This is an optimization exercise on Yosys and OpenROAD, whose aim is small area and a short achievable clock period, not a production implementation.
RTL that was checked went through simulation tests only; none was proved equivalent to the original.
Power and IR drop assume default switching activity.

==> flow/design.v (excerpt) <==
module ahrs_rx (
    input  wire        clk,
    input  wire        rst,
    input  wire        p_valid,
    input  wire [31:0] p_cmd,
    output reg         p_resp_valid,
    output reg         p_resp_err,
    output wire [31:0] p_resp_val,
    input  wire        c_valid,
    input  wire [31:0] c_cmd,
    output reg         c_resp_valid,
    output reg         c_resp_err,
    output reg  [31:0] c_resp_val
);
For scale: about 1,200 cells after synthesis, roughly 450 flip-flops, roughly 140 I/O pins.
export LEC_CHECK = 0
export CAP_MARGIN = 20
export CORE_MARGIN = 2
export CORE_UTILIZATION = 60
export CTS_CLUSTER_DIAMETER = 80
export CTS_CLUSTER_SIZE = 30
export PLACE_DENSITY = 0.7
export SETUP_SLACK_MARGIN = 3.9
export SLEW_MARGIN = 20
create_clock -name core_clock -period 6.5 [get_ports {clk}]
run.sh (not shown) runs the stock make flow with config.mk's settings and CLKGATE_MAP_FILE= SYNTH_SCRIPT=/design/flow/synth_recipe.tcl, a recipe that flattens the netlist after the stock synthesis.
The starting point produced a clean layout.
Edit:
==> flow/flow/run.sh (new file) <==
#!/bin/bash
# The standard layout, with two changes to the cells it may pick:
# - the port buffers are the plain buffer sky130_fd_sc_hd__buf_2 instead of
#   the cell buffer_ports picks by itself;
# - the slow wide gates (or3, or4, nor4, and4 and their inverted-input forms) are
#   added to the platform's don't-use list, so synthesis and repair build
#   those functions from NAND/NOR gates instead.
set -euo pipefail
export BUFFER_PORTS_ARGS="-buffer_cell sky130_fd_sc_hd__buf_2"
# the platform's own don't-use list (platforms/sky130hd/config.mk)
dont_use="sky130_fd_sc_hd__probe_p_8 sky130_fd_sc_hd__probec_p_8 sky130_fd_sc_hd__lpflow_bleeder_1"
for s in 1 16 2 4 8; do
  dont_use="$dont_use sky130_fd_sc_hd__lpflow_clkbufkapwr_$s sky130_fd_sc_hd__lpflow_clkinvkapwr_$s"
done
for s in 12 3 4 6 8; do dont_use="$dont_use sky130_fd_sc_hd__lpflow_decapkapwr_$s"; done
dont_use="$dont_use sky130_fd_sc_hd__lpflow_inputiso0n_1 sky130_fd_sc_hd__lpflow_inputiso0p_1"
dont_use="$dont_use sky130_fd_sc_hd__lpflow_inputiso1n_1 sky130_fd_sc_hd__lpflow_inputiso1p_1"
dont_use="$dont_use sky130_fd_sc_hd__lpflow_inputisolatch_1"
for s in 1 16 2 4 8; do dont_use="$dont_use sky130_fd_sc_hd__lpflow_isobufsrc_$s"; done
dont_use="$dont_use sky130_fd_sc_hd__lpflow_isobufsrckapwr_16"
for s in 1 2 4; do
  dont_use="$dont_use sky130_fd_sc_hd__lpflow_lsbuf_lh_hl_isowell_tap_$s sky130_fd_sc_hd__lpflow_lsbuf_lh_isowell_tap_$s"
done
dont_use="$dont_use sky130_fd_sc_hd__lpflow_lsbuf_lh_isowell_4"
# added here
for c in or3 or3b or4 or4b or4bb nor4 nor4b nor4bb and4 and4b and4bb; do
  for s in 1 2 4; do dont_use="$dont_use sky130_fd_sc_hd__${c}_${s}"; done
done
bash standard.sh "DONT_USE_CELLS=$dont_use" finish > standard.log 2>&1
==> flow/standard.sh (new file) <==
#!/bin/bash
# synth_recipe.tcl (not shown) runs the flow's synth.tcl, then flattens the netlist and writes it again
# the make line also repeats each setting of config.mk as NAME=value (left out here)
make -C /OpenROAD-flow-scripts/flow DESIGN_CONFIG=/design/flow/config.mk WORK_HOME=/design/flow/orfs CLKGATE_MAP_FILE= SYNTH_SCRIPT=/design/flow/synth_recipe.tcl "${@:-finish}"
- CAP_MARGIN: 20 -> 5
- SETUP_SLACK_MARGIN: 3.9 -> 4.0
- SLEW_MARGIN: 20 -> 5
removed: flow/run.sh
After rerunning: Setup slack gets better by 250 ps. Non-clock buffer count falls by 25. Final cell count rises by 1.3%. Sequential power hardly moves. Clock power hardly moves.
Edit:
==> flow/flow/run.sh (replaced) <==
#!/bin/bash
# The standard layout, with the port buffers made from the plain buffer
# (sky130_fd_sc_hd__buf_2) instead of the cell buffer_ports picks by itself.
set -euo pipefail
export BUFFER_PORTS_ARGS="-buffer_cell sky130_fd_sc_hd__buf_2"
bash standard.sh finish > standard.log 2>&1
- ABC_CLOCK_PERIOD_IN_PS: unset -> 2600
- CAP_MARGIN: 5 -> 20
- SETUP_SLACK_MARGIN: 4.0 -> 3.9
- SLEW_MARGIN: 5 -> 20
=>
- The changed run went through all stages and came out clean
- sequential share of layout area goes down by 1.0 points
- design area is higher slightly
- via count stays flat
Edit:
==> flow/flow/run.sh (replaced) <==
#!/bin/bash
# The standard layout, with two changes to the cells it may pick:
# - the port buffers are the plain buffer sky130_fd_sc_hd__buf_2 instead of
#   the cell buffer_ports picks by itself;
# - the slow wide OR gates (or3, or4 and their inverted-input forms) are
#   added to the platform's don't-use list, so synthesis and repair use
#   NAND/NOR trees instead.
set -euo pipefail
export BUFFER_PORTS_ARGS="-buffer_cell sky130_fd_sc_hd__buf_2"
slow=""
for c in or3 or3b or4 or4b or4bb; do
  for s in 1 2 4; do slow="$slow sky130_fd_sc_hd__${c}_${s}"; done
done
export DONT_USE_CELLS="${slow# }"
bash standard.sh finish > standard.log 2>&1
- ABC_CLOCK_PERIOD_IN_PS: 2600 -> unset
Effect: Critical path depth stays the same. Design area stays the same. Core utilization stays the same. Count of clock-buffer cells in the layout does not change. Wire length does not change. Synthesized cell count stays the same. Combinational power hardly moves.
Edit:
==> flow/flow/run.sh (replaced) <==
#!/bin/bash
# The standard layout, with two changes to the cells it may pick:
# - the port buffers are the plain buffer sky130_fd_sc_hd__buf_2 instead of
#   the cell buffer_ports picks by itself;
# - the slow wide gates (or3, or4, nor4, and4 and their inverted-input forms) are
#   added to the platform's don't-use list, so synthesis and repair build
#   those functions from NAND/NOR gates instead.
set -euo pipefail
export BUFFER_PORTS_ARGS="-buffer_cell sky130_fd_sc_hd__buf_2"
# the platform's own don't-use list (platforms/sky130hd/config.mk)
dont_use="sky130_fd_sc_hd__probe_p_8 sky130_fd_sc_hd__probec_p_8 sky130_fd_sc_hd__lpflow_bleeder_1"
for s in 1 16 2 4 8; do
  dont_use="$dont_use sky130_fd_sc_hd__lpflow_clkbufkapwr_$s sky130_fd_sc_hd__lpflow_clkinvkapwr_$s"
done
for s in 12 3 4 6 8; do dont_use="$dont_use sky130_fd_sc_hd__lpflow_decapkapwr_$s"; done
dont_use="$dont_use sky130_fd_sc_hd__lpflow_inputiso0n_1 sky130_fd_sc_hd__lpflow_inputiso0p_1"
dont_use="$dont_use sky130_fd_sc_hd__lpflow_inputiso1n_1 sky130_fd_sc_hd__lpflow_inputiso1p_1"
dont_use="$dont_use sky130_fd_sc_hd__lpflow_inputisolatch_1"
for s in 1 16 2 4 8; do dont_use="$dont_use sky130_fd_sc_hd__lpflow_isobufsrc_$s"; done
dont_use="$dont_use sky130_fd_sc_hd__lpflow_isobufsrckapwr_16"
for s in 1 2 4; do
  dont_use="$dont_use sky130_fd_sc_hd__lpflow_lsbuf_lh_hl_isowell_tap_$s sky130_fd_sc_hd__lpflow_lsbuf_lh_isowell_tap_$s"
done
dont_use="$dont_use sky130_fd_sc_hd__lpflow_lsbuf_lh_isowell_4"
# added here
for c in or3 or3b or4 or4b or4bb nor4 nor4b nor4bb and4 and4b and4bb; do
  for s in 1 2 4; do dont_use="$dont_use sky130_fd_sc_hd__${c}_${s}"; done
done
bash standard.sh "DONT_USE_CELLS=$dont_use" finish > standard.log 2>&1
- CORE_UTILIZATION: 60 -> 70
- PLACE_DENSITY: 0.7 -> 0.75
Outcome: Area after synthesis climbs by 0.30%; total power hardly moves; clock power barely changes; via count grows by 1.4%; hold slack is better by 14 ps.
Edit:
--- a/flow/flow/run.sh
+++ b/flow/flow/run.sh
@@ -5 +5 @@
-# - the slow wide gates (or3, or4, nor4, and4 and their inverted-input forms) are
+# - the slow wide gates (or3, or4, nor4, and4 and their inverted-input forms, and a311oi) are
@@ -26 +26 @@
-for c in or3 or3b or4 or4b or4bb nor4 nor4b nor4bb and4 and4b and4bb; do
+for c in or3 or3b or4 or4b or4bb nor4 nor4b nor4bb and4 and4b and4bb a311oi; do
- CORE_UTILIZATION: 70 -> 60
- PLACE_DENSITY: 0.75 -> 0.7
- SETUP_SLACK_MARGIN: 3.9 -> 4.0
The new run finished with timing, DRC and antenna clean.
Sequential power barely changes.
Design area came out higher by 1.5%.
Clock-buffer cell count came out lower by 2.
Routed wire length came out higher by 3.6%.
Total power came out higher by 0.58%.
Die area came out higher by 17%.
Sequential cell count does not change.
Global-route usage came out lower by 3.8 points.
Worst setup slack improved by 14 ps.

---

ahrs_rx, a different RTL version from the one above (not shown whole).
Size: roughly 140 I/O pins, roughly 18000 um2 of cells after synthesis.
==> flow/config.mk <==
export PLATFORM = sky130hd
export DESIGN_NAME = ahrs_rx
export DESIGN_NICKNAME = ahrs_rx
export VERILOG_FILES = /design/flow/design.v
export SDC_FILE = /design/flow/constraint.sdc
export NUM_CORES = 4
export LEC_CHECK = 0
export CAP_MARGIN = 20
export CORE_MARGIN = 2
export CORE_UTILIZATION = 60
export CTS_CLUSTER_DIAMETER = 80
export CTS_CLUSTER_SIZE = 30
export PLACE_DENSITY = 0.7
export SETUP_SLACK_MARGIN = 3.9
export SLEW_MARGIN = 20
==> flow/constraint.sdc <==
create_clock -name core_clock -period 6.5 [get_ports {clk}]
set_input_delay 1.3000 -clock core_clock [delete_from_list [all_inputs] [get_ports {clk}]]
set_output_delay 1.3000 -clock core_clock [all_outputs]
set_load 0.01 [all_outputs]
standard.sh (not shown) runs the stock make flow with config.mk's settings and CLKGATE_MAP_FILE= SYNTH_SCRIPT=/design/flow/synth_recipe.tcl, a recipe that flattens the netlist after the stock synthesis.
==> flow/flow/run.sh <==
#!/bin/bash
# The standard layout, with the port buffers made from the plain buffer
# (sky130_fd_sc_hd__buf_2) instead of the cell buffer_ports picks by itself.
set -euo pipefail
export BUFFER_PORTS_ARGS="-buffer_cell sky130_fd_sc_hd__buf_2"
bash standard.sh finish > standard.log 2>&1
The starting point finished with timing, DRC and antenna clean.
==> next run, changes <==
==> flow/flow/run.sh (replaced) <==
#!/bin/bash
# The standard layout, with two changes to the cells it may pick:
# - the port buffers are the plain buffer sky130_fd_sc_hd__buf_2 instead of
#   the cell buffer_ports picks by itself;
# - the slow wide gates (or3, or4, nor4, and4 and their inverted-input forms) are
#   added to the platform's don't-use list, so synthesis and repair build
#   those functions from NAND/NOR gates instead.
set -euo pipefail
export BUFFER_PORTS_ARGS="-buffer_cell sky130_fd_sc_hd__buf_2"
# the platform's own don't-use list (platforms/sky130hd/config.mk)
dont_use="sky130_fd_sc_hd__probe_p_8 sky130_fd_sc_hd__probec_p_8 sky130_fd_sc_hd__lpflow_bleeder_1"
for s in 1 16 2 4 8; do
  dont_use="$dont_use sky130_fd_sc_hd__lpflow_clkbufkapwr_$s sky130_fd_sc_hd__lpflow_clkinvkapwr_$s"
done
for s in 12 3 4 6 8; do dont_use="$dont_use sky130_fd_sc_hd__lpflow_decapkapwr_$s"; done
dont_use="$dont_use sky130_fd_sc_hd__lpflow_inputiso0n_1 sky130_fd_sc_hd__lpflow_inputiso0p_1"
dont_use="$dont_use sky130_fd_sc_hd__lpflow_inputiso1n_1 sky130_fd_sc_hd__lpflow_inputiso1p_1"
dont_use="$dont_use sky130_fd_sc_hd__lpflow_inputisolatch_1"
for s in 1 16 2 4 8; do dont_use="$dont_use sky130_fd_sc_hd__lpflow_isobufsrc_$s"; done
dont_use="$dont_use sky130_fd_sc_hd__lpflow_isobufsrckapwr_16"
for s in 1 2 4; do
  dont_use="$dont_use sky130_fd_sc_hd__lpflow_lsbuf_lh_hl_isowell_tap_$s sky130_fd_sc_hd__lpflow_lsbuf_lh_isowell_tap_$s"
done
dont_use="$dont_use sky130_fd_sc_hd__lpflow_lsbuf_lh_isowell_4"
# added here
for c in or3 or3b or4 or4b or4bb nor4 nor4b nor4bb and4 and4b and4bb; do
  for s in 1 2 4; do dont_use="$dont_use sky130_fd_sc_hd__${c}_${s}"; done
done
bash standard.sh "DONT_USE_CELLS=$dont_use" finish > standard.log 2>&1
=> Via count went down by 1.3%. Total power goes down by 0.87%. Core utilization decreases by 1.6 points. Sequential share of layout area increases by 1.4 points. Die area hardly moves.
Function was not checked in any run of this note: the RTL went through the layout flow alone.

-- static timing again, ports no longer ideal --
How much do the figures lean on ideal ports? The routed layouts below were timed once more, with nothing changed but the port constraints. Step 1 assumes that a clkbuf_16 drives the clock port and a buf_2 every other input. Step 2, shift: input delay + t, output delay - t, t = (earliest + latest rising clock arrival at the registers) / 2. This alone moves slack from input paths to output paths. a / b / c = no drivers / after step 1 / after step 2; a / b = the first two.
| run | t (ns) | setup WS [ns] | slew at the worst register clock pin (ns) |
|---|---|---|---|
| the first run of note 1 | 0.595 | 3.808 / 3.817 / 3.222 | 0.12 / 0.12 |
| the second run of note 1 | 0.587 | 4.054 / 4.042 / 3.497 | 0.11 / 0.11 |
| the third run of note 1 | 0.591 | 3.889 / 3.908 / 3.317 | 0.12 / 0.12 |
| the fourth run of note 1 | 0.591 | 3.889 / 3.908 / 3.317 | 0.12 / 0.12 |
| the fifth run of note 1 | 0.579 | 4.022 / 4.020 / 3.469 | 0.11 / 0.11 |
| the sixth run of note 1 | 0.591 | 4.036 / 4.069 / 3.478 | 0.11 / 0.11 |
| the first run of note 2 | 0.585 | 3.532 / 3.542 / 2.957 | 0.11 / 0.11 |
| the second run of note 2 | 0.581 | 3.919 / 3.919 / 3.360 | 0.11 / 0.11 |
After both steps every run listed still meets setup and hold. For the first run of note 1, which loses most, drivers alone change the setup slack by +0.009 ns; drivers and shift together by -0.586 ns.
